Context: an optimization exercise on an open-source flow, tuned for small area, a short achievable clock period and few clock cycles. The choices shown serve that exercise and are no tape-out recipe. Where RTL was checked, it was by simulation tests only, not by an equivalence proof against the original. The RTL of runs 5 and 6 was laid out without a check of its function. Power is estimated from default activity; no workload was simulated.

## design/flow/run.sh

```bash
#!/bin/bash
# synth_recipe.tcl (not shown) runs the flow's synth.tcl, then flattens the netlist and writes it again
# the make line also repeats each setting of config.mk as NAME=value (left out here)
make -C /OpenROAD-flow-scripts/flow DESIGN_CONFIG=/design/flow/config.mk WORK_HOME=/design/flow/orfs CLKGATE_MAP_FILE= SYNTH_SCRIPT=/design/flow/synth_recipe.tcl finish
```

## design/flow/config.mk

```make
export PLATFORM = sky130hd
export DESIGN_NAME = jbd_bms_parser
export DESIGN_NICKNAME = jbd_bms_parser
export VERILOG_FILES = /design/flow/design.v
export SDC_FILE = /design/flow/constraint.sdc
export NUM_CORES = 8
export LEC_CHECK = 0
export ABC_AREA = 1
export CAP_MARGIN = 20
export CORE_MARGIN = 2
export CORE_UTILIZATION = 55
export CTS_CLUSTER_DIAMETER = 70
export CTS_CLUSTER_SIZE = 26
export PLACE_DENSITY = 0.7
export SETUP_SLACK_MARGIN = 4.0
export SLEW_MARGIN = 20
```

## design/flow/constraint.sdc

```tcl
create_clock -name core_clock -period 10.0 [get_ports {clk}]
set_input_delay 2.0000 -clock core_clock [delete_from_list [all_inputs] [get_ports {clk}]]
set_output_delay 2.0000 -clock core_clock [all_outputs]
set_load 0.01 [all_outputs]
```

## design/flow/design.v

```verilog
module jbd_bms_parser (
    input  wire        clk,
    input  wire        rst,         
    input  wire        cmd_valid,
    input  wire [15:0] cmd_word,
    output wire        cmd_ready,
    input  wire [11:0] rd_addr,
    output wire [31:0] rd_data
);
    localparam [7:0] OP_NOP      = 8'h00,
                     OP_CLEAR    = 8'h01,
                     OP_PUSH     = 8'h02,
                     OP_VALIDATE = 8'h03,
                     OP_DECODE   = 8'h04,
                     OP_PARSE    = 8'h05;
    localparam [3:0] R_OK           = 4'h0,
                     R_INCOMPLETE   = 4'h1,
                     R_BAD_START    = 4'h2,
                     R_BAD_END      = 4'h3,
                     R_LEN_MISMATCH = 4'h4,
                     R_DEV_STATUS   = 4'h5,
                     R_UNKNOWN_TYPE = 4'h6,
                     R_CSUM         = 4'h7,
                     R_UNSUPPORTED  = 4'h8,
                     R_REC_SIZE     = 4'h9,
                     R_NOT_VALID    = 4'hA,
                     R_ILLEGAL      = 4'hB;
    localparam [1:0] ST_NONE = 2'd0, ST_VALIDATE = 2'd1, ST_DECODE = 2'd2, ST_COMMAND = 2'd3;
    localparam [1:0] T_NONE  = 2'd0, T_BASIC     = 2'd1, T_CELLS   = 2'd2, T_UNKNOWN  = 2'd3;
    localparam NSTAT = 64;         
    localparam NRING = 12;         
    localparam CAP_SIZE = 262;
    reg [7:0]  sbuf [0:NSTAT-1];         
    reg [7:0]  hbuf [0:5];               
    reg [7:0]  ring [0:NRING*16-1];      
    reg [3:0]  phase;
    reg        ready_q;
    reg [15:0] cap_len;
    reg [7:0]  last_byte;
    reg [7:0]  prev1, prev2;    
    reg [15:0] sum3;            
    reg [3:0]  result;
    reg [1:0]  res_stage;
    reg [15:0] diag_obs;
    reg        exp_basic;       
    reg        frame_valid;
    reg [1:0]  rtype;
    reg        hdr_ok;          
    reg [15:0] csum_rx;
    reg [15:0] csum_calc;
    reg [1:0]  rec_kind;
    reg [1:0]  bi_tc;           
    wire [7:0] type_code  = hdr_ok ? sbuf[1] : 8'h00;
    wire [7:0] dev_status = hdr_ok ? sbuf[2] : 8'h00;
    wire [7:0] pay_len    = hdr_ok ? sbuf[3] : 8'h00;
    assign cmd_ready = ready_q;
    wire [7:0] op  = cmd_word[15:8];
    wire [7:0] arg = cmd_word[7:0];
    wire       take = cmd_valid && ready_q;
    wire is_nop   = (op == OP_NOP)      && (arg == 8'h00);
    wire is_clear = (op == OP_CLEAR)    && (arg == 8'h00);
    wire is_push  = (op == OP_PUSH);
    wire is_val   = (op == OP_VALIDATE) && (arg == 8'h00);
    wire is_dec   = (op == OP_DECODE)   && (arg >= 8'h01) && (arg <= 8'h03);
    wire is_parse = (op == OP_PARSE)    && (arg == 8'h00);
    wire legal    = is_nop | is_clear | is_push | is_val | is_dec | is_parse;
    wire [7:0]  hdr_type   = sbuf[1];
    wire [7:0]  hdr_status = sbuf[2];
    wire [7:0]  hdr_len    = sbuf[3];
    wire [15:0] frame_len  = 16'd7 + {8'h00, hdr_len};
    wire [15:0] calc       = 16'h0000 - sum3;
    wire [15:0] rx         = {prev2, prev1};
    wire v_short   = cap_len < 16'd7;
    wire v_start   = sbuf[0] != 8'hDD;
    wire v_end     = last_byte != 8'h77;
    wire v_len     = cap_len != frame_len;
    wire v_stat    = hdr_status != 8'h00;
    wire v_basic   = hdr_type == 8'h03;
    wire v_cells   = hdr_type == 8'h04;
    wire v_csum    = rx != calc;
    reg [3:0]  v_code;
    reg [15:0] v_obs, v_exp;
    always @(*) begin
        v_code = R_OK; v_obs = 16'h0000; v_exp = 16'h0000;
        if (v_short) begin
            v_code = R_INCOMPLETE;   v_obs = cap_len;              v_exp = 16'd7;
        end else if (v_start) begin
            v_code = R_BAD_START;    v_obs = {8'h00, sbuf[0]};     v_exp = 16'h00DD;
        end else if (v_end) begin
            v_code = R_BAD_END;      v_obs = {8'h00, last_byte};   v_exp = 16'h0077;
        end else if (v_len) begin
            v_code = R_LEN_MISMATCH; v_obs = cap_len;              v_exp = frame_len;
        end else if (v_stat) begin
            v_code = R_DEV_STATUS;   v_obs = {8'h00, hdr_status};
        end else if (!v_basic && !v_cells) begin
            v_code = R_UNKNOWN_TYPE; v_obs = {8'h00, hdr_type};
        end else if (v_csum) begin
            v_code = R_CSUM;         v_obs = rx;                   v_exp = calc;
        end
    end
    wire v_hdr  = !v_short && !v_start && !v_end;             
    wire v_type = v_hdr && !v_len && !v_stat;                 
    wire v_ok   = (v_code == R_OK);
    function [36:0] decode;    
        input [1:0] t;
        input       fv;
        input [7:0] n;
        reg   [7:0] cexp;
        begin
            cexp = ((n > 8'd12) ? 8'd12 : n) & 8'hFE;
            if (t == T_UNKNOWN)
                decode = {2'd0, 1'b0, R_UNSUPPORTED, 16'h0003, 14'h0000};
            else if (!fv)
                decode = {2'd0, 1'b0, R_NOT_VALID, 16'h0000, 14'h0000};
            else if (t == T_BASIC)
                decode = (n != 8'd38) ? {2'd0, 1'b0, R_REC_SIZE, 8'h00, n, 14'd38}
                                      : {T_BASIC, 1'b0, R_OK, 16'h0000, 14'h0000};
            else
                decode = (n[0] || n > 8'd12) ? {2'd0, 1'b0, R_REC_SIZE, 8'h00, n, 6'h00, cexp}
                                             : {T_CELLS, 1'b0, R_OK, 16'h0000, 14'h0000};
        end
    endfunction
    wire [1:0]  ntc_clamp = (sbuf[26] > 8'd3) ? 2'd3 : sbuf[26][1:0];
    wire [36:0] d_cmd   = decode(arg[1:0], frame_valid, pay_len);
    wire [36:0] d_parse = decode(v_basic ? T_BASIC : T_CELLS, 1'b1, hdr_len);
    wire do_push  = !rst && take && is_push;
    wire len_lo   = (cap_len[15:6] == 10'd0);                     
    wire len_ring = (cap_len[15:8] == 8'd0) && !len_lo;           
    wire len_hi   = (cap_len[15:3] == 13'h0020) && (cap_len[2:0] < 3'd6);    
    integer i, j, s;
    always @(posedge clk) begin
        for (i = 0; i < NSTAT; i = i + 1)
            if (do_push && len_lo && cap_len[5:0] == i)
                sbuf[i] <= arg;
        for (i = 0; i < 6; i = i + 1)
            if (do_push && len_hi && cap_len[2:0] == i)
                hbuf[i] <= arg;
    end
    always @(posedge clk) begin
        for (j = 0; j < NRING; j = j + 1) begin
            for (s = 0; s < 15; s = s + 1)
                ring[16*j + s] <= ring[16*j + s + 1];
            ring[16*j + 15] <= (do_push && len_ring && cap_len[7:4] == j + 4)
                             ? arg : ring[16*j];
        end
    end
    reg [15:0] cap_len_d;
    always @(*) begin
        cap_len_d = cap_len;
        if (take && is_clear)
            cap_len_d = 16'h0000;
        else if (take && is_push && cap_len != 16'hFFFF)
            cap_len_d = cap_len + 16'd1;
    end
    wire [3:0] phase_d = phase + 4'd1;
    wire ring_d = (cap_len_d[15:8] == 8'd0) && (cap_len_d[7:6] != 2'b00);
    always @(posedge clk) begin
        if (rst) begin
            phase   <= 4'd0;
            ready_q <= 1'b1;
        end else begin
            phase   <= phase_d;
            ready_q <= !ring_d || (cap_len_d[3:0] == phase_d);
        end
    end
    always @(posedge clk) begin
        if (rst) begin
            cap_len     <= 16'h0000;
            last_byte   <= 8'h00;
            sum3        <= 16'h0000;
            result      <= R_OK;
            res_stage   <= ST_NONE;
            diag_obs    <= 16'h0000;
            frame_valid <= 1'b0;
            rtype       <= T_NONE;
            hdr_ok      <= 1'b0;
            csum_rx     <= 16'h0000;
            csum_calc   <= 16'h0000;
            rec_kind    <= T_NONE;
        end else if (take) begin
            cap_len <= cap_len_d;
            if (!legal) begin
                result    <= R_ILLEGAL;
                res_stage <= ST_COMMAND;
                diag_obs  <= cmd_word;
            end
            if (is_clear) begin
                last_byte   <= 8'h00;
                sum3        <= 16'h0000;
                result      <= R_OK;
                res_stage   <= ST_NONE;
                diag_obs    <= 16'h0000;
                    frame_valid <= 1'b0;
                rtype       <= T_NONE;
                hdr_ok      <= 1'b0;
                csum_rx     <= 16'h0000;
                csum_calc   <= 16'h0000;
                rec_kind    <= T_NONE;
            end
            if (is_push) begin
                last_byte <= arg;
                prev1     <= last_byte;
                prev2     <= prev1;
                if (cap_len >= 16'd5)
                    sum3 <= sum3 + {8'h00, prev2};
                frame_valid <= 1'b0;
                rec_kind    <= T_NONE;
            end
            if (is_val || is_parse) begin
                hdr_ok      <= v_hdr;
                rtype       <= !v_type ? T_NONE : v_basic ? T_BASIC : v_cells ? T_CELLS : T_UNKNOWN;
                csum_rx     <= (v_type && (v_basic || v_cells)) ? rx   : 16'h0000;
                csum_calc   <= (v_type && (v_basic || v_cells)) ? calc : 16'h0000;
                frame_valid <= v_ok;
                if (is_parse && v_ok) begin
                    exp_basic <= v_basic;
                    rec_kind  <= d_parse[36:35];
                    result    <= d_parse[33:30];
                    res_stage <= ST_DECODE;
                    diag_obs  <= d_parse[29:14];
                end else begin
                    rec_kind  <= T_NONE;
                    result    <= v_code;
                    res_stage <= ST_VALIDATE;
                    diag_obs  <= v_obs;
                end
            end
            if (is_dec || is_parse)
                bi_tc <= ntc_clamp;
            if (is_dec) begin
                rec_kind  <= d_cmd[36:35];
                result    <= d_cmd[33:30];
                res_stage <= ST_DECODE;
                diag_obs  <= d_cmd[29:14];
                exp_basic <= (arg[1:0] == T_BASIC);
            end
        end
    end
    wire bi = (rec_kind == T_BASIC);
    wire cv = (rec_kind == T_CELLS);
    function [15:0] be16;
        input integer k;
        be16 = {sbuf[k], sbuf[k + 1]};
    endfunction
    wire [2:0] cv_count   = sbuf[3][3:1];    
    reg [15:0] cells_csum;
    always @(*) begin
        case (cv_count)
            3'd0:    cells_csum = be16(4);
            3'd1:    cells_csum = be16(6);
            3'd2:    cells_csum = be16(8);
            3'd3:    cells_csum = be16(10);
            3'd4:    cells_csum = be16(12);
            3'd5:    cells_csum = be16(14);
            default: cells_csum = be16(16);
        endcase
    end
    reg [15:0] diag_exp;
    always @(*) begin
        case (result)
            R_INCOMPLETE:   diag_exp = 16'd7;
            R_BAD_START:    diag_exp = 16'h00DD;
            R_BAD_END:      diag_exp = 16'h0077;
            R_LEN_MISMATCH: diag_exp = frame_len;
            R_CSUM:         diag_exp = csum_calc;
            R_REC_SIZE:     diag_exp = exp_basic ? 16'd38
                                     : {8'h00, ((hdr_len > 8'd12) ? 8'd12 : hdr_len) & 8'hFE};
            default:        diag_exp = 16'h0000;
        endcase
    end
    reg [31:0] regv [0:63];
    reg [63:0] rcond;
    integer a;
    always @(*) begin
        for (a = 0; a < 64; a = a + 1) regv[a] = 32'h0000_0000;
        rcond = 64'd0;
        regv[6'h00] = {16'h0, cap_len};
        regv[6'h01] = {24'h0, last_byte};
        regv[6'h02] = {28'h0, result};
        regv[6'h03] = {30'h0, res_stage};
        regv[6'h04] = {16'h0, diag_obs};
        regv[6'h05] = {16'h0, diag_exp};
        regv[6'h06] = {31'h0, frame_valid};
        regv[6'h07] = {30'h0, rtype};
        regv[6'h08] = {24'h0, sbuf[1]};
        regv[6'h09] = {24'h0, sbuf[2]};
        regv[6'h0A] = {24'h0, sbuf[3]};
        regv[6'h0B] = {16'h0, csum_rx};
        regv[6'h0C] = {16'h0, csum_calc};
        regv[6'h0D] = {30'h0, rec_kind};
        rcond[7:0]   = 8'hFF;
        rcond[10:8]  = {3{hdr_ok}};
        rcond[13:11] = 3'b111;
        regv[6'h10] = {16'h0, be16(4)};
        regv[6'h11] = {16'h0, be16(6)};
        regv[6'h12] = {16'h0, be16(8)};
        regv[6'h13] = {16'h0, be16(10)};
        regv[6'h14] = {16'h0, be16(12)};
        regv[6'h15] = {16'h0, be16(14)};
        regv[6'h16] = {sbuf[16], sbuf[17], sbuf[18], sbuf[19]};
        regv[6'h17] = {16'h0, be16(20)};
        regv[6'h18] = {24'h0, sbuf[22]};
        regv[6'h19] = {24'h0, sbuf[23]};
        regv[6'h1A] = {24'h0, sbuf[24]};
        regv[6'h1B] = {24'h0, sbuf[25]};
        regv[6'h1C] = {24'h0, sbuf[26]};
        regv[6'h1D] = {30'h0, bi_tc};
        regv[6'h1E] = {16'h0, (bi_tc != 2'd0) ? be16(27) : {sbuf[28], sbuf[27]}};
        regv[6'h1F] = {16'h0, bi_tc[1]        ? be16(29) : {sbuf[30], sbuf[29]}};
        regv[6'h20] = {16'h0, (bi_tc == 2'd3) ? be16(31) : {sbuf[32], sbuf[31]}};
        for (a = 0; a < 9; a = a + 1)
            regv[6'h21 + a] = {24'h0, sbuf[33 + a]};
        regv[6'h2A] = {16'h0, be16(42)};
        for (a = 6'h10; a <= 6'h2A; a = a + 1)
            rcond[a] = bi;
        regv[6'h30] = {29'h0, cv_count};
        rcond[6'h30] = cv;
        for (a = 0; a < 6; a = a + 1) begin
            regv[6'h31 + a]  = {16'h0, be16(4 + 2*a)};
            rcond[6'h31 + a] = cv && (cv_count > a);
        end
        regv[6'h37] = {16'h0, cells_csum};
        rcond[6'h37] = cv;
    end
    wire        c_win, c_hi, c_reg;
    wire [15:0] dlo, dhi;
    rd_addr_dec u_dec (.rd_addr(rd_addr), .c_win(c_win), .c_hi(c_hi), .c_reg(c_reg),
                       .dlo(dlo), .dhi(dhi));
    wire [3:0]  rslot = rd_addr[3:0] - phase;
    wire [15:0] dsl   = 16'h0001 << rslot;
    wire [7:0] sg [0:15];      
    wire [7:0] rg [0:15];      
    genvar gs, gj;
    generate
        for (gs = 0; gs < 16; gs = gs + 1) begin : g_slot
            wire [31:0] sd;
            wire [95:0] rdd;
            for (gj = 0; gj < 4; gj = gj + 1) begin : g_sd
                assign sd[8*gj +: 8] = sbuf[16*gj + gs];
            end
            for (gj = 0; gj < NRING; gj = gj + 1) begin : g_rd
                assign rdd[8*gj +: 8] = ring[16*gj + gs];
            end
            aor4x8  u_s (.d(sd),  .sel(dhi[3:0]),  .y(sg[gs]));
            aor12x8 u_r (.d(rdd), .sel(dhi[15:4]), .y(rg[gs]));
        end
    endgenerate
    wire [127:0] sgv, rgv;
    wire [47:0]  hbv;
    generate
        for (gs = 0; gs < 16; gs = gs + 1) begin : g_pack
            assign sgv[8*gs +: 8] = sg[gs];
            assign rgv[8*gs +: 8] = rg[gs];
        end
        for (gs = 0; gs < 6; gs = gs + 1) begin : g_hpack
            assign hbv[8*gs +: 8] = hbuf[gs];
        end
    endgenerate
    wire [7:0] ws, wr, wh;
    aor16x8 u_ws (.d(sgv), .sel(dlo), .y(ws));
    aor16x8 u_wr (.d(rgv), .sel(dsl), .y(wr));
    aor6x8  u_wh (.d(hbv), .sel(dlo[5:0]), .y(wh));
    reg [63:0] rsel;
    reg [31:0] rw;
    always @(*) begin
        for (a = 0; a < 64; a = a + 1)
            rsel[a] = dlo[a & 15] & dhi[a >> 4] & rcond[a];
        rw = 32'h0000_0000;
        for (a = 0; a < 64; a = a + 1)
            rw = rw | ({32{rsel[a]}} & regv[a]);
    end
    rd_or u_or (.c_win(c_win), .c_hi(c_hi), .c_reg(c_reg), .ws(ws), .wr(wr), .wh(wh), .rw(rw), .y(rd_data));
endmodule
module rd_addr_dec (
    input  wire [11:0] rd_addr,
    output wire        c_win,
    output wire        c_hi,
    output wire        c_reg,
    output wire [15:0] dlo,
    output wire [15:0] dhi
);
    wire top0 = (rd_addr[11:10] == 2'b00);
    assign c_reg = top0 && (rd_addr[9:6] == 4'b0000);
    assign c_win = top0 && (rd_addr[9:8] == 2'b01);
    assign c_hi  = top0 && (rd_addr[9:8] == 2'b10) && (rd_addr[7:3] == 5'd0);
    assign dlo   = 16'h0001 << rd_addr[3:0];
    assign dhi   = 16'h0001 << rd_addr[7:4];
endmodule
module aor4x8 (
    input  wire [31:0] d,
    input  wire [3:0]  sel,
    output wire [7:0]  y
);
    assign y = ({8{sel[0]}} & d[7:0])   | ({8{sel[1]}} & d[15:8]) |
               ({8{sel[2]}} & d[23:16]) | ({8{sel[3]}} & d[31:24]);
endmodule
module aor6x8 (
    input  wire [47:0] d,
    input  wire [5:0]  sel,
    output wire [7:0]  y
);
    assign y = ({8{sel[0]}} & d[7:0])   | ({8{sel[1]}} & d[15:8]) |
               ({8{sel[2]}} & d[23:16]) | ({8{sel[3]}} & d[31:24]) |
               ({8{sel[4]}} & d[39:32]) | ({8{sel[5]}} & d[47:40]);
endmodule
module aor12x8 (
    input  wire [95:0] d,
    input  wire [11:0] sel,
    output wire [7:0]  y
);
    wire [7:0] y0, y1, y2;
    aor4x8 u0 (.d(d[31:0]),  .sel(sel[3:0]),  .y(y0));
    aor4x8 u1 (.d(d[63:32]), .sel(sel[7:4]),  .y(y1));
    aor4x8 u2 (.d(d[95:64]), .sel(sel[11:8]), .y(y2));
    assign y = y0 | y1 | y2;
endmodule
module aor16x8 (
    input  wire [127:0] d,
    input  wire [15:0]  sel,
    output wire [7:0]   y
);
    wire [7:0] y0, y1, y2, y3;
    aor4x8 u0 (.d(d[31:0]),   .sel(sel[3:0]),   .y(y0));
    aor4x8 u1 (.d(d[63:32]),  .sel(sel[7:4]),   .y(y1));
    aor4x8 u2 (.d(d[95:64]),  .sel(sel[11:8]),  .y(y2));
    aor4x8 u3 (.d(d[127:96]), .sel(sel[15:12]), .y(y3));
    assign y = y0 | y1 | y2 | y3;
endmodule
module rd_or (
    input  wire        c_win,
    input  wire        c_hi,
    input  wire        c_reg,
    input  wire [7:0]  ws,
    input  wire [7:0]  wr,
    input  wire [7:0]  wh,
    input  wire [31:0] rw,
    output wire [31:0] y
);
    assign y = {{24{c_reg}} & rw[31:8],
                ({8{c_reg}} & rw[7:0]) | ({8{c_win}} & (ws | wr)) | ({8{c_hi}} & wh)};
endmodule
```

==> flow_metrics.tcl, run 1 <==
set metrics [dict create \
    r2r_cells 13 \
    synthesis.nets 7647 \
    die-width_um 376.3 \
    cts.hold.buffers_added 0 \
    clk_path_buf_depth 3 \
    cellLeakagePower_nw 33.22 \
    dr.pass1.iters 13 \
    place_ws_ns 0.5743 \
    rows 136 \
    period_share_pct 71.13 \
    finalHoldViolCount 0 \
    htreeDepth 3 \
    cp.depth 19 \
    maxSlewHeadroom_pct 15.28 \
    layout_common_cells "nand2_1, dfxtp_1, edfxtp_1" \
    n_fill_cell 10770 \
    fin_area_sq_um 88580 \
    pwr-share-comb_pct 3.9 \
    hp-class "register to register" \
    clock-sinks 2220 \
    synth_ff_type "dfxtp_1" \
    antenna_found_initial 27 \
    synth-compound-area-share_pct 12.26 \
    insertion_delay_ns 0.82 \
    dieHeight_um 376.3 \
    cts_made_buffers 117 \
    drv_cap 0 \
    intPower_mw 11.76 \
    crit_top_cell "nor2_4" \
    arrival_ns 5.11 \
    worstPathRequired_ns 8.00 \
    fin_skew_ns 0.05408 \
    dpl_cell_area_sq_um 79380 \
    tritoncts "yes" \
    crit_start "rd_addr[4]" \
    dp_cells 9299 \
    cp-endpoint "rd_data[7]" \
    area_delta_synth_final_pct 16.22 \
    grt.total_usage_pct 48.83 \
    tns_ns 0 \
    regArea_sq_um 50240 \
    crit_chain "buf_12 > inv_8 > nor2_4 > nand2_4 > buf_12 > nor2_4 > clkinv_4 > nor2_4 > buf_8 > clkinvlp_4 > buf_8 > o221ai_4 > nor4_4 > nand4_1 > nor4_2 > nand3_1 > nand2_2 > nand3_4 > buf_6" \
    vdd_ir_drop_max_v 0.0001942 \
    synth_simple_gate_area_share_pct 16.77 \
    outcome "finished clean" \
    grt_overflow_total 0 \
    path_buf_inv 8 \
    worstReg2RegStart "cap_len[2]" \
    cp_top_family "simple AND/OR/NAND/NOR gates" \
    synth_adder_area_share_pct 0.3973 \
    yosysSeqAreaShare_pct 65.91 \
    slowest_stage "nand4_1" \
    final_common_cell "nand2_1" \
    p_sw_share_pct 23.51 \
    multi_input_area_sq_um 25460 \
    syn-cell-area_sq_um 76220 \
    grt_pass1_wl_mm 479.5 \
    async_flop_share_pct 0 \
    critPathKind "primary input to primary output" \
    yosys_warnings 9 \
    vias 64400 \
    drt_iter0_drc 9486 \
    grt_pass1_vias 61030 \
    viasPerCell 6.646 \
    pwr-share-seq_pct 59.9 \
    core_area_sq_um 137500 \
    fin_nets 7871 \
    drt_wl_total_mm 350.9 \
    synth_mux_area_share_pct 0 \
    power_frac_clock_pct 36.2 \
    drive_above_1_share_pct 13.65 \
    power.switching_mw 3.614 \
    fin_cells 9690 \
    setup_viol 0 \
    fin_crit_ns 7.113 \
    fmax_mhz 140.6 \
    gp_congestion 1.162 \
    portBuffers 63 \
    worst_setup_path_end_kind "primary output" \
    drc 0 \
    startpoint_type "primary input" \
    path_clk_slew_ns 0.11 \
    start_util_pct 55.43 \
    rr_endpoint "csum_calc[9]" \
    power.density_nw_per_um2 173.6 \
    synth_cell_type_count 67 \
    path_max_fanout 6 \
    synth_xor_area_share_pct 0.2971 \
    synth_top_family_by_area "simple AND/OR/NAND/NOR gates" \
    final_core_util_pct 64.42 \
    dp_hpwl_mm 243.1 \
    wl_per_cell_um 36.21 \
    tightest_slew_ns 1.266 \
    dieArea_sq_um 141600 \
    finalMaxSlewViolations 0 \
    r2r_setup_slack_ns 5.31 \
    rsz0062_at_grt "yes" \
    worst_slack_ns 2.887 \
    synth_edf_count 579 \
    clock-root-buffer "clkbuf_16" \
    syn_area_per_cell_sq_um 10.04 \
    hold_depth 0 \
    netlist_instances 7593 \
    ant_nets 0 \
    grt_max_degree 130 \
    synth_seq_cells 2220 \
    ios 64 \
    slowest_delay_ns 0.65 \
]
==> stage by stage <==
step                      hold slack [ns]  total power, mW
final                              0.3177            15.38
after global routing               0.3229            15.67
after global placement             0.3312            9.827
after floorplan                    0.3308            9.569
after detailed placement           0.3349            9.828
after CTS                          0.3102            15.29
==> what timing repair did <==
| item | CTS | global route |
|---|---|---|
| pin swaps | 146 | 76 |
| endpoints found under the setup margin | 32 | 76 |
| gates cloned | 15 | 2 |
| resized for setup | 762 | 137 |
| setup buffers | 147 | 27 |
==> how the worst min path moves through the flow <==
stage,slack [ns],end,startpoint
floorplan,0.33,ring[134][0],ring[135][0]
global placement,0.33,ring[93][5],ring[94][5]
detailed placement,0.33,ring[104][3],ring[105][3]
CTS,0.31,ring[27][5],ring[28][5]
global route,0.32,ring[82][1],ring[83][1]
finish,0.32,ring[61][1],ring[62][1]
==> cell usage after synthesis (all sizes together) (171+ instances only) <==
| master | number | area share [%] |
|---|---|---|
| edfxtp | 579 | 23 |
| nand3 | 197 | 1.3 |
| o21ai | 261 | 1.7 |
| o22ai | 221 | 1.8 |
| nand4 | 298 | 2.5 |
| a221oi | 171 | 2.0 |
| a21oi | 419 | 2.8 |
| clkbuf | 265 | 1.3 |
| nor2 | 343 | 1.8 |
| dfxtp | 1641 | 43 |
| inv | 523 | 2.6 |
| nand2 | 2020 | 10 |
==> metal layers <==
layer	part of all wire [%]	GRT usage, %	vias to the layer above	wire length [um]
met2	44	73.77	4869	152800
met1	33	54.57	31040	116600
li1	-	-	26780	-
met5	0.027	0	-	96
met4	12	44.97	16	41070
met3	11	16.27	1691	40340
==> area by class of cell <==
type,count,area share [%]
diodes,18,0.05085
clock buffers,131,3.445
clock inverters,49,0.9266
inverters,539,2.535
multi-input cells,4501,28.75
flip-flops and latches,2220,56.72
well taps,1794,2.534
repair buffers,435,5.014
repair inverters,3,0.02966
==> flip-flops by register name, indices dropped and copies added, names as in the netlist, 4 cells and up <==
name and count:
result 4, csum_rx 16, csum_calc 16, phase 4, cap_len 16, sum3 16, sbuf 512, ring 1536
hbuf 48, prev2 8, diag_obs 16, last_byte 8, prev1 8
==> power groups by stage <==
stage | Sequential (mW) | Combinational, mW | Clock [mW]
floorplan | 9.41 | 0.158 | 0
global placement | 9.42 | 0.411 | 0
detailed placement | 9.42 | 0.413 | 0
CTS | 9.21 | 0.546 | 5.53
global route | 9.21 | 0.593 | 5.87
finish | 9.21 | 0.601 | 5.57
==> kinds of logic after synthesis <==
kind of cell	count (synthesis)
buffers and inverters	873
flip-flops	2220
adder cells (fa/ha/maj)	23
XOR/XNOR	25
AND/OR/NAND/NOR	3007
AO/OA/AOI/OAI	1445
Testbench counts, summed over its fixed seeds: cycles 10,075.
==> run 2, diff against run 1 <==
--- a/design/flow/config.mk
+++ b/design/flow/config.mk
@@ -10,6 +10,6 @@
 export CORE_MARGIN = 2
 export CORE_UTILIZATION = 55
-export CTS_CLUSTER_DIAMETER = 70
-export CTS_CLUSTER_SIZE = 26
+export CTS_CLUSTER_DIAMETER = 60
+export CTS_CLUSTER_SIZE = 30
 export PLACE_DENSITY = 0.7
 export SETUP_SLACK_MARGIN = 4.0
==> flow_metrics.tcl, run 2 <==
set metrics [dict create \
    area_delta_synth_final_pct 17.46 \
    maxSlewHeadroom_pct 14.10 \
    path_clk_slew_ns 0.11 \
    worst_slack_ns 2.985 \
    layout_common_cells "nand2_1, dfxtp_1, edfxtp_1" \
    ant_nets 0 \
    worstHoldStart "ring[89][3]" \
    finalHoldViolCount 0 \
    period_share_pct 70.15 \
    synth_ff_type "dfxtp_1" \
    slowest_stage "a21oi_2" \
    drc 0 \
    rsz0062_at_grt "yes" \
    tns_ns 0 \
    grt_pass1_wl_mm 481.6 \
    hp-class "register to register" \
    tightest_slew_ns 1.284 \
    cts.hold.buffers_added 0 \
    place_ws_ns 0.5743 \
    drt_iter0_drc 9928 \
    crit_start "rd_addr[4]" \
    vdd_ir_drop_max_v 0.0001754 \
    yosys_warnings 9 \
    final_core_util_pct 65.11 \
    die-width_um 376.3 \
    worstReg2RegStart "cap_len[2]" \
    dieHeight_um 376.3 \
    cts_made_buffers 135 \
    largest_register_ffs 1536 \
    worst_setup_path_end_kind "primary output" \
    ios 64 \
    fin_nets 7897 \
    vias 64620 \
    rows 136 \
    grt_max_degree 130 \
    syn-cell-area_sq_um 76220 \
    syn_area_per_cell_sq_um 10.04 \
    dpl_cell_area_sq_um 79380 \
    htreeDepth 4 \
    antenna_found_initial 32 \
    core_area_sq_um 137500 \
    clk_path_buf_depth 3 \
    fin_area_sq_um 89520 \
    finalMaxSlewViolations 0 \
    reg_top3 "ring (1536), sbuf (512), hbuf (48)" \
    synth_cell_type_count 67 \
    netlist_instances 7593 \
    drt_wl_total_mm 356.9 \
    wl_per_cell_um 36.58 \
    grt.total_usage_pct 49.10 \
    power.density_nw_per_um2 179.9 \
    grt_overflow_total 0 \
    path_max_fanout 24 \
    synth_seq_cells 2220 \
    crit_chain "buf_12 > inv_8 > nor2_4 > nand2_4 > buf_12 > buf_6 > buf_16 > o22ai_1 > a21oi_2 > a21oi_1 > nor4_1 > nand4_1 > o21ai_1 > nand3_2 > buf_6" \
    start_util_pct 55.43 \
    dp_hpwl_mm 243.1 \
    outcome "finished clean" \
    n_fill_cell 10640 \
    synth_edf_count 579 \
    slowest_delay_ns 0.46 \
    clock-sinks 2220 \
    startpoint_type "primary input" \
    synth_top_area_cell "dfxtp_1" \
    viasPerCell 6.625 \
    insertion_delay_ns 0.84 \
    drive_above_1_share_pct 14.06 \
    fmax_mhz 142.5 \
    tritoncts "yes" \
    portBuffers 63 \
    arrival_ns 5.02 \
    async_flop_share_pct 0 \
    setup_viol 0 \
    final_common_cell "nand2_1" \
    yosysMostFrequentCell "nand2_1" \
    critPathKind "primary input to primary output" \
    regMostFlops "ring" \
    gp_congestion 1.162 \
    clock-root-buffer "clkbuf_16" \
    worstPathRequired_ns 8.00 \
    fin_skew_ns 0.04968 \
    synthTopCellsByCount "nand2_1, dfxtp_1, edfxtp_1" \
    yosysSeqAreaShare_pct 65.91 \
    grt_pass1_vias 61240 \
    cellLeakagePower_nw 33.74 \
    synth.top_cell.area_share_pct 43.10 \
    drv_cap 0 \
    dr.pass1.iters 9 \
    fin_crit_ns 7.015 \
    dieArea_sq_um 141600 \
    synthTopCellsByArea "dfxtp_1, edfxtp_1, nand2_1" \
    synthesis.nets 7647 \
]
-- run 2: path summary, 6_finish.rpt --
path / slack [ns] / endpoint / cells past startpoint
setup reg to reg: 5.16 / csum_calc[9] / 13
setup / recovery: 2.98 / rd_data[0] / 15
hold / removal: 0.34 / ring[88][3] / 0
hold reg to reg: 0.34 / ring[88][3] / 0
-- run 2: area by class of cell --
class                      instances  area (sq um)  area share, %
antenna                           16         40.04        0.04472
clock buffer                     150          3558          3.975
clock inverter                    89          1190          1.329
inverter                         539          2236          2.498
multi-input combinational       4501         25270          28.23
sequential                      2220         50240          56.12
tap                             1794          2245          2.507
timing repair buffer             443          4718          5.270
timing repair inverter             3         26.28        0.02935
-- run 2: cell families after synthesis --
family / Yosys count / synth area share [%]
and+or+nand+nor: 3007 / 16.77
xor gates and xnor gates: 25 / 0.2971
DFF: 2220 / 65.91
buffers and inverters: 873 / 4.368
AOI/OAI and AO/OA: 1445 / 12.26
adders and majority gates: 23 / 0.3973
-- run 2: worst max-delay path: cells and delay by family --
family / cells / cell delay [ns]
AOI/OAI and AO/OA: 4 / 1.08
buffers and inverters: 6 / 0.94
and+or+nand+nor: 5 / 0.94
-- run 2: report_power, final --
group,internal [mW],leakage [nW],switching [mW]
Clock,2.89,2.28,3.39
Sequential,9.20,18.4,0.00881
Combinational,0.170,13.1,0.450
-- run 2: routing by layer --
layer  vias to the layer above  GRT usage (%)  part of all wire (%)
li1                      26870              -                     -
met4                        24          45.06                    12
met3                      1743          16.32                    12
met5                         -         0.4460                 0.062
met2                      5031          74.08                    43
met1                     30950          55.01                    33
-- run 2: what timing repair did --
action	4_1_cts	5_1_grt
buffers inserted	157	22
gates cloned	16	5
endpoints found under the hold margin	0	0
endpoints found under the setup margin	32	77
resized for setup	735	136
pin swaps	149	90
-- run 2: stage by stage --
step	hold slack, ns	instances	total power [mW]
final	0.3367	9755	16.11
after global routing	0.3407	9743	16.39
after CTS	0.3305	9711	15.99
after detailed placement	0.3349	9299	9.828
after global placement	0.3312	9299	9.827
after floorplan	0.3308	7593	9.569
==> run 3, diff against run 2 <==
--- a/design/flow/config.mk
+++ b/design/flow/config.mk
@@ -10,7 +10,8 @@
 export CORE_MARGIN = 2
 export CORE_UTILIZATION = 55
-export CTS_CLUSTER_DIAMETER = 60
-export CTS_CLUSTER_SIZE = 30
+export CTS_CLUSTER_DIAMETER = 80
+export CTS_CLUSTER_SIZE = 20
 export PLACE_DENSITY = 0.7
 export SETUP_SLACK_MARGIN = 4.0
 export SLEW_MARGIN = 20
+export TNS_END_PERCENT = 30
==> flow_metrics.tcl, run 3 <==
set metrics [dict create \
    async_flop_share_pct 0 \
    power.switching_mw 3.570 \
    arrival_ns 5.12 \
    ios 64 \
    cts.hold.buffers_added 0 \
    synth_edf_count 579 \
    fmax_mhz 140.5 \
    hp-class "register to register" \
    synth_top_area_cell "dfxtp_1" \
    drc 0 \
    ant_nets 0 \
    htreeDepth 4 \
    dieHeight_um 376.3 \
    cp_top_family "simple AND/OR/NAND/NOR gates" \
    yosysMostFrequentCell "nand2_1" \
    fin_nets 7861 \
    gp_congestion 1.162 \
    insertion_delay_ns 0.84 \
    largest_register_ffs 1536 \
    area_delta_synth_final_pct 15.39 \
    grt_overflow_total 0 \
    regMostFlops "ring" \
    total_power_mw 15.51 \
    synthesis.nets 7647 \
    vdd_ir_drop_max_v 0.0001850 \
    rows 136 \
    tritoncts "yes" \
    grt_max_degree 130 \
    worst_setup_path_end_kind "primary output" \
    drive_above_1_share_pct 12.38 \
    cts_made_buffers 136 \
    yosysSeqAreaShare_pct 65.91 \
    grt_pass1_vias 61330 \
    syn_area_per_cell_sq_um 10.04 \
    syn-cell-area_sq_um 76220 \
    yosys_warnings 9 \
    drv_cap 0 \
    fin_crit_ns 7.120 \
    finalHoldViolCount 0 \
    core_area_sq_um 137500 \
    reg_top3 "ring (1536), sbuf (512), hbuf (48)" \
    tightest_slew_ns 1.407 \
    cellLeakagePower_nw 32.99 \
    clock-sinks 2220 \
    path_clk_slew_ns 0.08 \
    power.density_nw_per_um2 176.3 \
    synth_seq_cells 2220 \
    outcome "finished clean" \
    vias 64340 \
    layout_common_cells "nand2_1, dfxtp_1, edfxtp_1" \
    fin_area_sq_um 87940 \
    slowest_stage "nand4_1" \
    setup_viol 0 \
    synthTopCellsByCount "nand2_1, dfxtp_1, edfxtp_1" \
    netlist_instances 7593 \
    viasPerCell 6.655 \
    grt.total_usage_pct 48.87 \
    tns_ns 0 \
    intPower_mw 11.94 \
    worstPathRequired_ns 8.00 \
    dieArea_sq_um 141600 \
    synth_ff_type "dfxtp_1" \
    grt_pass1_wl_mm 479.1 \
    rsz0062_at_grt "yes" \
    dp_hpwl_mm 243.1 \
    maxSlewHeadroom_pct 5.847 \
    pwr-share-comb_pct 3.7 \
    period_share_pct 71.20 \
    start_util_pct 55.43 \
    drt_wl_total_mm 350.1 \
    portBuffers 63 \
    synth.top_cell.area_share_pct 43.10 \
    critPathKind "primary input to primary output" \
    drt_iter0_drc 9451 \
    dr.pass1.iters 8 \
    dpl_cell_area_sq_um 79380 \
    path_max_fanout 10 \
    crit_chain "buf_12 > inv_8 > nor2_4 > nand2_4 > buf_12 > nor2_4 > buf_12 > nand2_4 > inv_1 > a221oi_2 > nand4_1 > nor3_1 > nor2_1 > nor2_2 > nand2_4 > buf_6" \
    p_sw_share_pct 23.02 \
    final_common_cell "nand2_1" \
    clock-root-buffer "clkbuf_16" \
    antenna_found_initial 40 \
    die-width_um 376.3 \
    slowest_delay_ns 0.62 \
    fin_skew_ns 0.05194 \
    startpoint_type "primary input" \
    path_buf_inv 6 \
    n_fill_cell 10890 \
    clk_path_buf_depth 3 \
    finalMaxSlewViolations 0 \
    pwr-share-seq_pct 59.4 \
    synthTopCellsByArea "dfxtp_1, edfxtp_1, nand2_1" \
    synth_cell_type_count 67 \
    power_frac_clock_pct 36.9 \
    wl_per_cell_um 36.21 \
]
[run 3: cell counts after synthesis]
No cell type changed its count.
[run 3: power by group through the flow]
stage               registers [mW]  logic (mW)  clock network [mW]
global route                  9.21       0.572                6.04
global placement              9.42       0.411                   0
floorplan                     9.41       0.158                   0
detailed placement            9.42       0.413                   0
CTS                           9.20       0.532                5.70
finish                        9.21       0.579                5.72
[run 3: layout make-up]
cell class | instances | area [sq um] | share of cell area [%]
Inverter | 539 | 2237 | 2.544
Sequential cell | 2220 | 50240 | 57.13
Timing Repair inverter | 2 | 17.52 | 0.01992
Antenna cell | 22 | 55.05 | 0.06260
Clock inverter | 34 | 573.1 | 0.6516
Multi-Input combinational cell | 4501 | 25020 | 28.45
Tap cell | 1794 | 2245 | 2.552
Timing Repair Buffer | 407 | 4093 | 4.654
Clock buffer | 149 | 3462 | 3.937
[run 3: worst paths after layout]
path | from | slack, ns | end | cells past startpoint
min reg2reg | ring[89][1] | 0.32 | ring[88][1] | 0
max | rd_addr[4] | 2.88 | rd_data[4] | 16
min | ring[89][1] | 0.32 | ring[88][1] | 0
max reg2reg | cap_len[2] | 5.41 | csum_calc[9] | 13
[run 3: logic make-up after synthesis]
logic type      share of synthesized area, %
compound gates                         12.26
xor+xnor                              0.2971
fa+ha+maj                             0.3973
buf+inv                                4.368
flops                                  65.91
simple gates                           16.77
[run 3: metrics by stage]
stage          hold slack (ns)  setup slack [ns]  utilization (%)  cells
6_report                0.3224             2.880            63.96   9668
5_1_grt                 0.3210             2.965            63.92   9647
3_5_place_dp            0.3349            0.5743            57.74   9299
2_1_floorplan           0.3308             4.017                -   7593
3_3_place_gp            0.3312            0.5629            57.74   9299
4_1_cts                 0.3144             3.200            63.43   9617
[run 3: repair_timing]
item                                    in CTS  in global routing
resized for setup                          632                 99
endpoints found under the setup margin      32                 52
setup buffers                              121                 28
pin swaps                                  132                 44
gates cloned                                14                  0
[run 3: per-layer routing]
layer | vias to the layer above | wire [um] | global-route usage, %
met3 | 1756 | 41530 | 16.94
met2 | 5027 | 151500 | 74.05
met5 | - | 236 | 0.06861
met4 | 34 | 41260 | 44.94
li1 | 26720 | - | -
met1 | 30800 | 115500 | 54.01
==> run 4, diff against run 3 <==
--- a/design/flow/config.mk
+++ b/design/flow/config.mk
@@ -15,3 +15,2 @@
 export SETUP_SLACK_MARGIN = 4.0
 export SLEW_MARGIN = 20
-export TNS_END_PERCENT = 30
==> flow_metrics.tcl, run 4 <==
set metrics [dict create \
    outcome "finished clean" \
    gp_congestion 1.162 \
    rows 136 \
    worstPathRequired_ns 8.00 \
    finalHoldViolCount 0 \
    fin_cells 9713 \
    slowest_delay_ns 0.93 \
    power_frac_clock_pct 36.8 \
    clock-sinks 2220 \
    regMostFlops "ring" \
    vias 64590 \
    synth_top_area_cell "dfxtp_1" \
    path_clk_slew_ns 0.08 \
    crit_chain "buf_12 > nor2_4 > nand2_4 > buf_12 > buf_6 > buf_16 > o22ai_1 > a21oi_2 > a21oi_1 > nor4_1 > nand4_1 > o21ai_1 > nand2_2 > buf_6" \
    worstReg2RegStart "cap_len[2]" \
    cellLeakagePower_nw 33.32 \
    hold-path-endpoint "ring[151][1]" \
    tritoncts "yes" \
    worst_slack_ns 2.987 \
    drive_above_1_share_pct 13.57 \
    pwr-share-comb_pct 3.9 \
    startpoint_type "primary input" \
    clock-root-buffer "clkbuf_16" \
    ios 64 \
    setup_viol 0 \
    tightest_slew_ns 1.206 \
    arrival_ns 5.01 \
    intPower_mw 11.95 \
    portBuffers 63 \
    netlist_instances 7593 \
    hold_depth 0 \
    synthTopCellsByCount "nand2_1, dfxtp_1, edfxtp_1" \
    async_flop_share_pct 0 \
    dieArea_sq_um 141600 \
    fin_skew_ns 0.05604 \
    power.switching_mw 3.579 \
    power.density_nw_per_um2 175.2 \
    synthTopCellsByArea "dfxtp_1, edfxtp_1, nand2_1" \
    grt_max_degree 130 \
    antenna_found_initial 32 \
    dp_hpwl_mm 243.1 \
    grt_overflow_total 0 \
    vdd_ir_drop_max_v 0.0001853 \
    final_common_cell "nand2_1" \
    reg_top3 "ring (1536), sbuf (512), hbuf (48)" \
    tns_ns 0 \
    synth_seq_cells 2220 \
    core_area_sq_um 137500 \
    worstHoldStart "ring[152][1]" \
    synth_edf_count 579 \
    yosysMostFrequentCell "nand2_1" \
    area_delta_synth_final_pct 16.29 \
    p_sw_share_pct 23.05 \
    dr.pass1.iters 10 \
    maxSlewHeadroom_pct 19.12 \
    synth_mux_area_share_pct 0 \
    drv_cap 0 \
    synthesis.nets 7647 \
    fmax_mhz 142.6 \
    layout_common_cells "nand2_1, dfxtp_1, edfxtp_1" \
    grt_pass1_vias 61290 \
    wl_per_cell_um 36.39 \
    viasPerCell 6.650 \
    pwr-share-seq_pct 59.3 \
    yosys_warnings 9 \
    fin_crit_ns 7.013 \
    dp_cells 9299 \
    synth_simple_gate_area_share_pct 16.77 \
    worst_setup_path_end_kind "primary output" \
    n_fill_cell 10810 \
    synth_adder_area_share_pct 0.3973 \
    drt_iter0_drc 9529 \
    syn_area_per_cell_sq_um 10.04 \
    clk_path_buf_depth 3 \
    synth_top_family_by_area "simple AND/OR/NAND/NOR gates" \
    place_ws_ns 0.5743 \
    cts_made_buffers 136 \
    synth_cell_type_count 67 \
    die-width_um 376.3 \
    r2r_setup_slack_ns 5.42 \
    grt_pass1_wl_mm 480.0 \
    drt_wl_total_mm 353.5 \
    drc 0 \
    hp-class "register to register" \
    synth.top_cell.area_share_pct 43.10 \
    hold_ws_ns 0.3158 \
    synth_ff_type "dfxtp_1" \
    finalMaxSlewViolations 0 \
    rr_endpoint "csum_calc[9]" \
    grt.total_usage_pct 49.00 \
    start_util_pct 55.43 \
    largest_register_ffs 1536 \
    syn-cell-area_sq_um 76220 \
    r2r_cells 13 \
    dieHeight_um 376.3 \
    synth_xor_area_share_pct 0.2971 \
    critPathKind "primary input to primary output" \
    path_max_fanout 24 \
    rsz0062_at_grt "yes" \
    period_share_pct 70.13 \
    synth-compound-area-share_pct 12.26 \
    ant_nets 0 \
    htreeDepth 4 \
    fin_nets 7908 \
    slowest_stage "o22ai_1" \
    yosysSeqAreaShare_pct 65.91 \
    insertion_delay_ns 0.83 \
]
==> run 4: timing repair <==
action	in CTS	in global routing
buffers inserted	125	66
setup endpoints to repair	32	54
cloned	14	3
resized for setup	673	196
hold buffers	0	0
pin swaps	138	72
hold endpoints to repair	0	0
==> run 4: how the worst max path moves through the flow <==
| stage | to | start | depth (start not counted) |
|---|---|---|---|
| 4_1_cts | rd_data[4] | rd_addr[4] | 16 |
| 5_1_grt | rd_data[3] | rd_addr[6] | 17 |
| 2_1_floorplan | rd_data[3] | rd_addr[0] | 14 |
| 6_report | rd_data[6] | rd_addr[6] | 14 |
| 3_5_place_dp | rd_data[5] | rd_addr[4] | 16 |
| 3_3_place_gp | rd_data[5] | rd_addr[4] | 16 |
==> run 4: cells by family (layout without fill, tap and decap cells) <==
group	count (synthesis)	after routing
compound gates	1445	1445
xor+xnor	25	25
fa+ha+maj	23	23
buf+inv	873	1178
flops	2220	2220
other cells	0	20
simple gates	3007	3008
==> run 4: per-stage QoR <==
stage / utilization [%] / cell area (sq um) / power [mW]
CTS: 63.48 / 87280 / 15.44
floorplan: - / 76220 / 9.569
global placement: 57.74 / 79380 / 9.827
finish: 64.46 / 88630 / 15.53
detailed placement: 57.74 / 79380 / 9.828
global route: 64.43 / 88590 / 15.83
==> run 4: worst max-delay path: cells and delay by family <==
kind                   cells  cell delay [ns]
AOI/OAI and AO/OA          4             1.37
and+or+nand+nor            5             0.83
buffers and inverters      5             0.76
==> run 4: area by class of cell <==
type	count	area [sq um]	share of cell area, %
antenna	20	50.05	0.05647
clock buffer	149	3462	3.906
clock inverter	34	573.1	0.6466
inverter	539	2242	2.530
multi-input combinational	4501	25250	28.49
sequential	2220	50240	56.68
tap	1794	2245	2.533
timing repair buffer	453	4537	5.119
timing repair inverter	3	28.78	0.03247
==> run 4: layer usage <==
layer	up-vias	GRT usage, %	part of all wire, %
li1	26830	-	-
met2	5036	73.97	43
met1	30980	54.45	33
met5	-	0.4117	0.049
met3	1728	16.91	12
met4	22	44.91	12
==> run 4: power by group through the flow <==
stage | Clock (mW) | Combinational (mW) | Sequential (mW)
after floorplan | 0 | 0.158 | 9.41
after global placement | 0 | 0.411 | 9.42
after detailed placement | 0 | 0.413 | 9.42
after CTS | 5.70 | 0.533 | 9.20
after global routing | 6.03 | 0.593 | 9.21
final | 5.72 | 0.601 | 9.21
==> run 5, diff against run 4 <==
--- a/design/flow/design.v
+++ b/design/flow/design.v
@@ -244,16 +244,4 @@
     endfunction
     wire [2:0] cv_count   = sbuf[3][3:1];    
-    reg [15:0] cells_csum;
-    always @(*) begin
-        case (cv_count)
-            3'd0:    cells_csum = be16(4);
-            3'd1:    cells_csum = be16(6);
-            3'd2:    cells_csum = be16(8);
-            3'd3:    cells_csum = be16(10);
-            3'd4:    cells_csum = be16(12);
-            3'd5:    cells_csum = be16(14);
-            default: cells_csum = be16(16);
-        endcase
-    end
     reg [15:0] diag_exp;
     always @(*) begin
@@ -320,5 +308,5 @@
             rcond[6'h31 + a] = cv && (cv_count > a);
         end
-        regv[6'h37] = {16'h0, cells_csum};
+        regv[6'h37] = {16'h0, csum_rx};
         rcond[6'h37] = cv;
     end
==> flow_metrics.tcl, run 5 <==
set metrics [dict create \
    outcome "finished clean" \
    met3_usage_pct 17.43 \
    tightest_slew_ns 1.249 \
    dr.pass1.iters 7 \
    die-width_um 375.6 \
    hp-class "register to register" \
    wl_per_cell_um 36.31 \
    drive_above_1_share_pct 13.73 \
    use_met1_pct 56.50 \
    gp_congestion 1.128 \
    dieHeight_um 375.6 \
    n_fill_cell 10570 \
    synth.top_cell.area_share_pct 43.26 \
    yosysMostFrequentCell "nand2_1" \
    path_clk_slew_ns 0.08 \
    finalHoldViolCount 0 \
    grt.total_usage_pct 49.41 \
    use_met2_pct 73.90 \
    synth_top_area_cell "dfxtp_1" \
    area_delta_synth_final_pct 17.20 \
    finalMaxSlewViolations 0 \
    vias 64990 \
    clk_path_buf_depth 3 \
    drc 0 \
    fin_nets 7990 \
    worst_setup_path_end_kind "primary output" \
    cts.hold.buffers_added 0 \
    ios 64 \
    grt_max_degree 100 \
    cellLeakagePower_nw 33.65 \
    viasPerCell 6.631 \
    grt-busiest-layer "met2" \
    synthesis.nets 7656 \
    vdd_ir_drop_max_v 0.0001771 \
    dp_hpwl_mm 236.9 \
    drt_wl_total_mm 355.9 \
    synth_cell_type_count 68 \
    async_flop_share_pct 0 \
    layout_common_cells "nand2_1, dfxtp_1, edfxtp_1" \
    final_common_cell "nand2_1" \
    yosysSeqAreaShare_pct 66.16 \
    largest_register_ffs 1536 \
    clock-root-buffer "clkbuf_16" \
    synthTopCellsByCount "nand2_1, dfxtp_1, edfxtp_1" \
    antenna_found_initial 39 \
    grt_overflow_total 0 \
    tns_ns 0 \
    core_area_sq_um 137300 \
    path_max_fanout 7 \
    rows 136 \
    total_power_mw 15.78 \
    insertion_delay_ns 0.84 \
    drv_cap 0 \
    synth_seq_cells 2220 \
    synth_ff_type "dfxtp_1" \
    yosys_warnings 9 \
    syn-cell-area_sq_um 75940 \
    syn_area_per_cell_sq_um 9.989 \
    worstPathRequired_ns 8.00 \
    fin_skew_ns 0.05348 \
    setup_viol 0 \
    grt_pass1_vias 61540 \
    power.density_nw_per_um2 177.3 \
    fmax_mhz 139.8 \
    dieArea_sq_um 141100 \
    fin_crit_ns 7.154 \
    netlist_instances 7602 \
    clock-sinks 2220 \
    synth_edf_count 579 \
    maxSlewHeadroom_pct 16.40 \
    rsz0062_at_grt "yes" \
    drt_iter0_drc 10130 \
    regMostFlops "ring" \
    synthTopCellsByArea "dfxtp_1, edfxtp_1, nand2_1" \
    tritoncts "yes" \
    reg_top3 "ring (1536), sbuf (512), hbuf (48)" \
    period_share_pct 71.54 \
    ant_nets 0 \
    htreeDepth 4 \
    arrival_ns 5.15 \
    portBuffers 63 \
    startpoint_type "primary input" \
    grt_pass1_wl_mm 481.5 \
    critPathKind "primary input to primary output" \
    start_util_pct 55.30 \
    cts_made_buffers 140 \
]
-- run 5: cell types whose count changed after synthesis, sizes merged, moves of 15 or more --
cell	change
nand2	+185
a21oi	-90
o22ai	-73
nand4	+62
a221oi	-49
nand3	-35
o31ai	+32
a22o	-29
clkbuf	-28
o21ai	+24
a22oi	-17
o2111ai	+16
buf	+15
-- run 5: kinds of logic after synthesis --
family          count (synthesis)  share of synthesized area, %
fa+ha+maj                      23                        0.3987
simple gates                 3213                         18.04
buf+inv                       866                         4.407
compound gates               1254                         10.70
xor+xnor                       25                        0.2883
flops                        2220                         66.16
mux                             1                       0.01318
-- run 5: layer usage --
layer  vias to the layer above  part of all wire (%)
li1                      26780                     -
met1                     31200                    33
met2                      5344                    43
met3                      1651                    13
met4                        18                    11
met5                         -                 0.031
-- run 5: where the power goes --
part / total [mW] / switching, mW / internal, mW
clock network: 5.96 / 3.23 / 2.73
logic: 0.614 / 0.448 / 0.166
registers: 9.21 / 0.0107 / 9.20
-- run 5: per-stage QoR --
stage	hold WS (ns)	setup WS [ns]	cell area, sq um	util, %	cells
CTS	0.3265	3.092	87820	63.95	9730
global route	0.3309	2.887	88960	64.78	9786
floorplan	0.3308	3.944	75970	-	7602
detailed placement	0.3349	0.9576	79790	58.11	9397
finish	0.3272	2.846	89000	64.81	9802
global placement	0.3323	0.8880	79780	58.09	9396
-- run 5: worst max-delay path, stage by stage --
cell and delay [ns]:
buf_12 0.09, nor2_4 0.04, buf_12 0.13, buf_8 0.12, nand2_8 0.08, buf_16 0.19
clkinv_16 0.12, buf_16 0.18, buf_6 0.12, a221oi_4 0.33, a21oi_4 0.15, nor4_2 0.26
nand4_1 0.46, o31ai_4 0.49, nand2_4 0.15, buf_6 0.15
-- run 5: final timing paths --
path / start / to / slack [ns] / cells after the start
worst max-delay path: rd_addr[6] / rd_data[5] / 2.85 / 16
worst min register to register: ring[184][4] / ring[183][4] / 0.33 / 0
worst max register to register: ready_q / sbuf[44][4] / 5.54 / 12
worst min-delay path: ring[184][4] / ring[183][4] / 0.33 / 0
-- run 5: final cells by class --
| type | instances | area, sq um | share of cell area [%] |
|---|---|---|---|
| flip-flops and latches | 2220 | 50240 | 56.45 |
| multi-input cells | 4518 | 24500 | 27.53 |
| repair buffers | 505 | 5320 | 5.978 |
| clock buffers | 154 | 3608 | 4.054 |
| inverters | 545 | 2305 | 2.590 |
| well taps | 1794 | 2245 | 2.522 |
| clock inverters | 40 | 676.9 | 0.7605 |
| repair inverters | 6 | 60.06 | 0.06748 |
| diodes | 20 | 50.05 | 0.05623 |
-- run 5: repair_timing --
action,in CTS,in global routing
pin swaps,95,79
setup buffers,117,42
setup endpoints to repair,32,53
gates cloned,22,7
resized for setup,627,191
==> run 6, diff against run 5 <==
--- a/design/flow/design.v
+++ b/design/flow/design.v
@@ -375,4 +375,42 @@
     assign dhi   = 16'h0001 << rd_addr[7:4];
 endmodule
+module rd_or (
+    input  wire        c_win,
+    input  wire        c_hi,
+    input  wire        c_reg,
+    input  wire [7:0]  ws,
+    input  wire [7:0]  wr,
+    input  wire [7:0]  wh,
+    input  wire [31:0] rw,
+    output wire [31:0] y
+);
+    assign y = {{24{c_reg}} & rw[31:8],
+                ({8{c_reg}} & rw[7:0]) | ({8{c_win}} & (ws | wr)) | ({8{c_hi}} & wh)};
+endmodule
+module aoi22m (
+    input  wire s0,
+    input  wire d0,
+    input  wire s1,
+    input  wire d1,
+    output wire z
+);
+    assign z = ~((s0 & d0) | (s1 & d1));
+endmodule
+module aorx8 #(parameter P = 2) (
+    input  wire [16*P-1:0] d,
+    input  wire [2*P-1:0]  sel,
+    output wire [7:0]      y
+);
+    genvar b, p;
+    generate
+        for (b = 0; b < 8; b = b + 1) begin : g_b
+            wire [P-1:0] z;
+            for (p = 0; p < P; p = p + 1) begin : g_p
+                aoi22m u (.s0(sel[2*p]), .d0(d[16*p + b]), .s1(sel[2*p + 1]), .d1(d[16*p + 8 + b]), .z(z[p]));
+            end
+            assign y[b] = ~&z;
+        end
+    endgenerate
+endmodule
 module aor4x8 (
     input  wire [31:0] d,
@@ -380,6 +418,5 @@
     output wire [7:0]  y
 );
-    assign y = ({8{sel[0]}} & d[7:0])   | ({8{sel[1]}} & d[15:8]) |
-               ({8{sel[2]}} & d[23:16]) | ({8{sel[3]}} & d[31:24]);
+    aorx8 #(.P(2)) u (.d(d), .sel(sel), .y(y));
 endmodule
 module aor6x8 (
@@ -388,7 +425,5 @@
     output wire [7:0]  y
 );
-    assign y = ({8{sel[0]}} & d[7:0])   | ({8{sel[1]}} & d[15:8]) |
-               ({8{sel[2]}} & d[23:16]) | ({8{sel[3]}} & d[31:24]) |
-               ({8{sel[4]}} & d[39:32]) | ({8{sel[5]}} & d[47:40]);
+    aorx8 #(.P(3)) u (.d(d), .sel(sel), .y(y));
 endmodule
 module aor12x8 (
@@ -397,9 +432,5 @@
     output wire [7:0]  y
 );
-    wire [7:0] y0, y1, y2;
-    aor4x8 u0 (.d(d[31:0]),  .sel(sel[3:0]),  .y(y0));
-    aor4x8 u1 (.d(d[63:32]), .sel(sel[7:4]),  .y(y1));
-    aor4x8 u2 (.d(d[95:64]), .sel(sel[11:8]), .y(y2));
-    assign y = y0 | y1 | y2;
+    aorx8 #(.P(6)) u (.d(d), .sel(sel), .y(y));
 endmodule
 module aor16x8 (
@@ -408,22 +439,4 @@
     output wire [7:0]   y
 );
-    wire [7:0] y0, y1, y2, y3;
-    aor4x8 u0 (.d(d[31:0]),   .sel(sel[3:0]),   .y(y0));
-    aor4x8 u1 (.d(d[63:32]),  .sel(sel[7:4]),   .y(y1));
-    aor4x8 u2 (.d(d[95:64]),  .sel(sel[11:8]),  .y(y2));
-    aor4x8 u3 (.d(d[127:96]), .sel(sel[15:12]), .y(y3));
-    assign y = y0 | y1 | y2 | y3;
-endmodule
-module rd_or (
-    input  wire        c_win,
-    input  wire        c_hi,
-    input  wire        c_reg,
-    input  wire [7:0]  ws,
-    input  wire [7:0]  wr,
-    input  wire [7:0]  wh,
-    input  wire [31:0] rw,
-    output wire [31:0] y
-);
-    assign y = {{24{c_reg}} & rw[31:8],
-                ({8{c_reg}} & rw[7:0]) | ({8{c_win}} & (ws | wr)) | ({8{c_hi}} & wh)};
+    aorx8 #(.P(8)) u (.d(d), .sel(sel), .y(y));
 endmodule
--- a/design/flow/config.mk
+++ b/design/flow/config.mk
@@ -6,5 +6,5 @@
 export NUM_CORES = 8
 export LEC_CHECK = 0
-export ABC_AREA = 1
+export ABC_AREA = 0
 export CAP_MARGIN = 20
 export CORE_MARGIN = 2
@@ -15,2 +15,3 @@
 export SETUP_SLACK_MARGIN = 4.0
 export SLEW_MARGIN = 20
+export SYNTH_HIERARCHICAL = 1
==> flow_metrics.tcl, run 6 <==
set metrics [dict create \
    path_max_fanout 4 \
    hold_depth 0 \
    worstPathRequired_ns 8.00 \
    drc 0 \
    synth_edf_count 579 \
    area_delta_synth_final_pct 14.87 \
    reg_top3 "ring (1536), sbuf (512), hbuf (48)" \
    drive_above_1_share_pct 34.02 \
    cts.hold.buffers_added 0 \
    startpoint_type "primary input" \
    async_flop_share_pct 0 \
    dieHeight_um 383.5 \
    wl_per_cell_um 34.05 \
    layout_common_cells "dfxtp_1, a22oi_2, edfxtp_1" \
    clock-sinks 2220 \
    vdd_ir_drop_max_v 0.0001748 \
    arrival_ns 5.09 \
    cellLeakagePower_nw 30.45 \
    viasPerCell 6.719 \
    dieArea_sq_um 147100 \
    ant_nets 0 \
    portBuffers 63 \
    r2r_setup_slack_ns 5.50 \
    gp_congestion 1.098 \
    synth_ff_type "dfxtp_1" \
    use_met2_pct 53.78 \
    yosysSeqAreaShare_pct 63.42 \
    fin_crit_ns 7.091 \
    finalMaxSlewViolations 0 \
    grt_pass1_vias 52720 \
    worst_setup_path_end_kind "primary output" \
    final_core_util_pct 63.49 \
    start_util_pct 55.27 \
    tritoncts "yes" \
    met3_usage_pct 9.400 \
    hold-path-endpoint "ring[51][1]" \
    vias 54050 \
    worstReg2RegStart "sbuf[3][1]" \
    total_power_mw 15.46 \
    largest_register_ffs 1536 \
    clock-root-buffer "clkbuf_16" \
    synth_seq_cells 2220 \
    cts_made_buffers 136 \
    synth_cell_type_count 95 \
    grt_max_degree 97 \
    yosys_warnings 15 \
    yosysMostFrequentCell "dfxtp_1" \
    power.density_nw_per_um2 169.9 \
    r2r_cells 10 \
    ios 64 \
    outcome "finished clean" \
    drt_iter0_drc 6870 \
    drt_wl_total_mm 273.9 \
    regMostFlops "ring" \
    worstHoldStart "ring[52][1]" \
    dp_hpwl_mm 185.5 \
    drv_cap 0 \
    syn-cell-area_sq_um 79210 \
    critPathKind "primary input to primary output" \
    rr_endpoint "diag_obs[0]" \
    rows 139 \
    finalHoldViolCount 0 \
    core_area_sq_um 143300 \
    die-width_um 383.5 \
    synthesis.nets 5743 \
    maxSlewHeadroom_pct 19.93 \
    insertion_delay_ns 0.84 \
    grt.total_usage_pct 36.26 \
    syn_area_per_cell_sq_um 13.92 \
    htreeDepth 4 \
    synthTopCellsByArea "dfxtp_1, edfxtp_1, a22oi_2" \
    tightest_slew_ns 1.198 \
    rsz0062_at_grt "yes" \
    period_share_pct 70.91 \
    grt_pass1_wl_mm 384.7 \
    antenna_found_initial 6 \
    fin_nets 6138 \
    synth.top_cell.area_share_pct 41.47 \
    use_met1_pct 48.70 \
    fmax_mhz 141.0 \
    netlist_instances 5689 \
    setup_viol 0 \
    clk_path_buf_depth 3 \
    synthTopCellsByCount "dfxtp_1, a22oi_2, edfxtp_1" \
    hp-class "register to register" \
    grt-busiest-layer "met2" \
    tns_ns 0 \
    synth_top_area_cell "dfxtp_1" \
    dr.pass1.iters 10 \
    fin_skew_ns 0.03399 \
    path_clk_slew_ns 0.08 \
    grt_overflow_total 0 \
    final_common_cell "dfxtp_1" \
]
[run 6: changes by cell type after synthesis, sizes merged, moves of 100 or more]
cell and delta:
inv -499, nand2 -1835, and4 +136, o22ai -126, nor2 -146, nand4 -291, o21ai -212, a221oi -100
a21oi -210, o31ai -109, a22oi +1240, clkbuf -108
[run 6: stage by stage]
stage / worst slack [ns] / hold slack, ns / std cells / area [sq um]
after CTS: 2.981 / 0.3473 / 7982 / 90080
final: 2.909 / 0.3513 / 8044 / 90990
after floorplan: 0.1517 / 0.3478 / 5689 / 79460
after detailed placement: 1.145 / 0.3521 / 7648 / 83450
after global placement: 1.152 / 0.3488 / 7645 / 83330
after global routing: 2.959 / 0.3583 / 8042 / 90980
[run 6: metal layers]
layer  routed length, um  vias to the layer above
li1                    -                    23030
met1              110300                    27110
met2              117600                     3092
met3               27810                      813
met4               18200                        4
met5                  22                        -
[run 6: how the worst max path moves through the flow]
stage | end | cells after the start | slack, ns | start
finish | rd_data[3] | 12 | 2.91 | rd_addr[3]
global route | rd_data[1] | 13 | 2.96 | rd_addr[3]
CTS | rd_data[3] | 12 | 2.98 | rd_addr[3]
detailed placement | rd_data[7] | 15 | 1.14 | rd_addr[5]
global placement | rd_data[6] | 12 | 1.15 | rd_addr[5]
floorplan | rd_data[6] | 13 | 0.15 | rd_addr[7]
[run 6: final cells by class]
cell class,count,area [sq um]
multi-input cells,3274,29370
repair buffers,415,4896
diodes,3,7.507
inverters,37,138.9
clock inverters,29,391.6
clock buffers,163,3568
flip-flops and latches,2220,50240
fillers,10780,52320
well taps,1903,2381
[run 6: cell families (layout without fill, tap and decap cells)]
family                   after synthesis  after routing  share of synthesized area, %
XOR/XNOR                              62             62                        0.7203
other                                  0              3                             0
AND/OR/NAND/NOR                     1288           1290                         8.694
adder cells (fa/ha/maj)               23             23                        0.3823
AO/OA/AOI/OAI                       1756           1756                         23.84
flip-flops                          2220           2220                         63.42
buffers and inverters                197            644                        0.9809
multiplexers                         143            143                         1.962
[run 6: Yosys stat by module, one instance, submodules excluded, excerpt]
module | cells | flops+latches | copies in the design
jbd_bms_parser | 3970 | 2220 | 1
rd_or | 52 | 0 | 1
rd_addr_dec | 51 | 0 | 1
aoi22m | 1 | 0 | 1176
[run 6: repair_timing]
item | CTS | global route
cloned | 19 | 6
pin swaps | 117 | 92
endpoints found under the setup margin | 32 | 32
buffers inserted | 123 | 53
gates resized for setup | 388 | 108
[run 6: worst max-delay path, cell delays in order]
cell and delay [ns]:
buf_16 0.10, nand2b_4 0.18, nor3_4 0.07, buf_12 0.13, a222oi_1 0.96, nor2_1 0.23
a2111oi_2 0.28, nand4_1 0.24, a2111o_1 0.41, a22oi_2 0.22, nand2_2 0.12, buf_6 0.14
[run 6: power breakdown]
part	switching (mW)	internal, mW
Sequential	0.0117	9.20
Combinational	0.447	0.178
Clock	3.03	2.59

-- port drivers added, routing unchanged --
In the flow no input, the clock included, has a driving cell. The finished layouts below were timed again as built, in two steps.
Step 1 sets driving cells, clkbuf_16 on the clock port and buf_2 on the other inputs (assumed; they add their load-dependent delay and slew).
Step 2, shift: input delay + t, output delay - t, t = (earliest + latest rising clock arrival at the registers) / 2. This alone moves slack from input paths to output paths.
Three values: no drivers, after step 1, after step 2; two values: the first two.
run | t, ns | setup slack, ns | hold slack, ns | worst setup path at the end
run 1 | 0.881 | 2.887 / 2.827 / 2.827 | 0.318 / 0.318 / 0.318 | input to output
run 2 | 0.897 | 2.985 / 2.891 / 2.891 | 0.337 / 0.337 / 0.337 | input to output
run 3 | 0.918 | 2.880 / 2.779 / 2.779 | 0.322 / 0.322 / 0.322 | input to output
run 4 | 0.904 | 2.987 / 2.902 / 2.902 | 0.316 / 0.316 / 0.316 | input to output
run 5 | 0.905 | 2.846 / 2.773 / 2.773 | 0.327 / 0.327 / 0.327 | input to output
run 6 | 0.891 | 2.909 / 2.758 / 2.758 | 0.351 / 0.351 / 0.351 | input to output
After both steps every run listed still meets setup and hold. The setup slack of run 6, which loses most, moves by -0.151 ns with the drivers and by -0.151 ns with both steps.
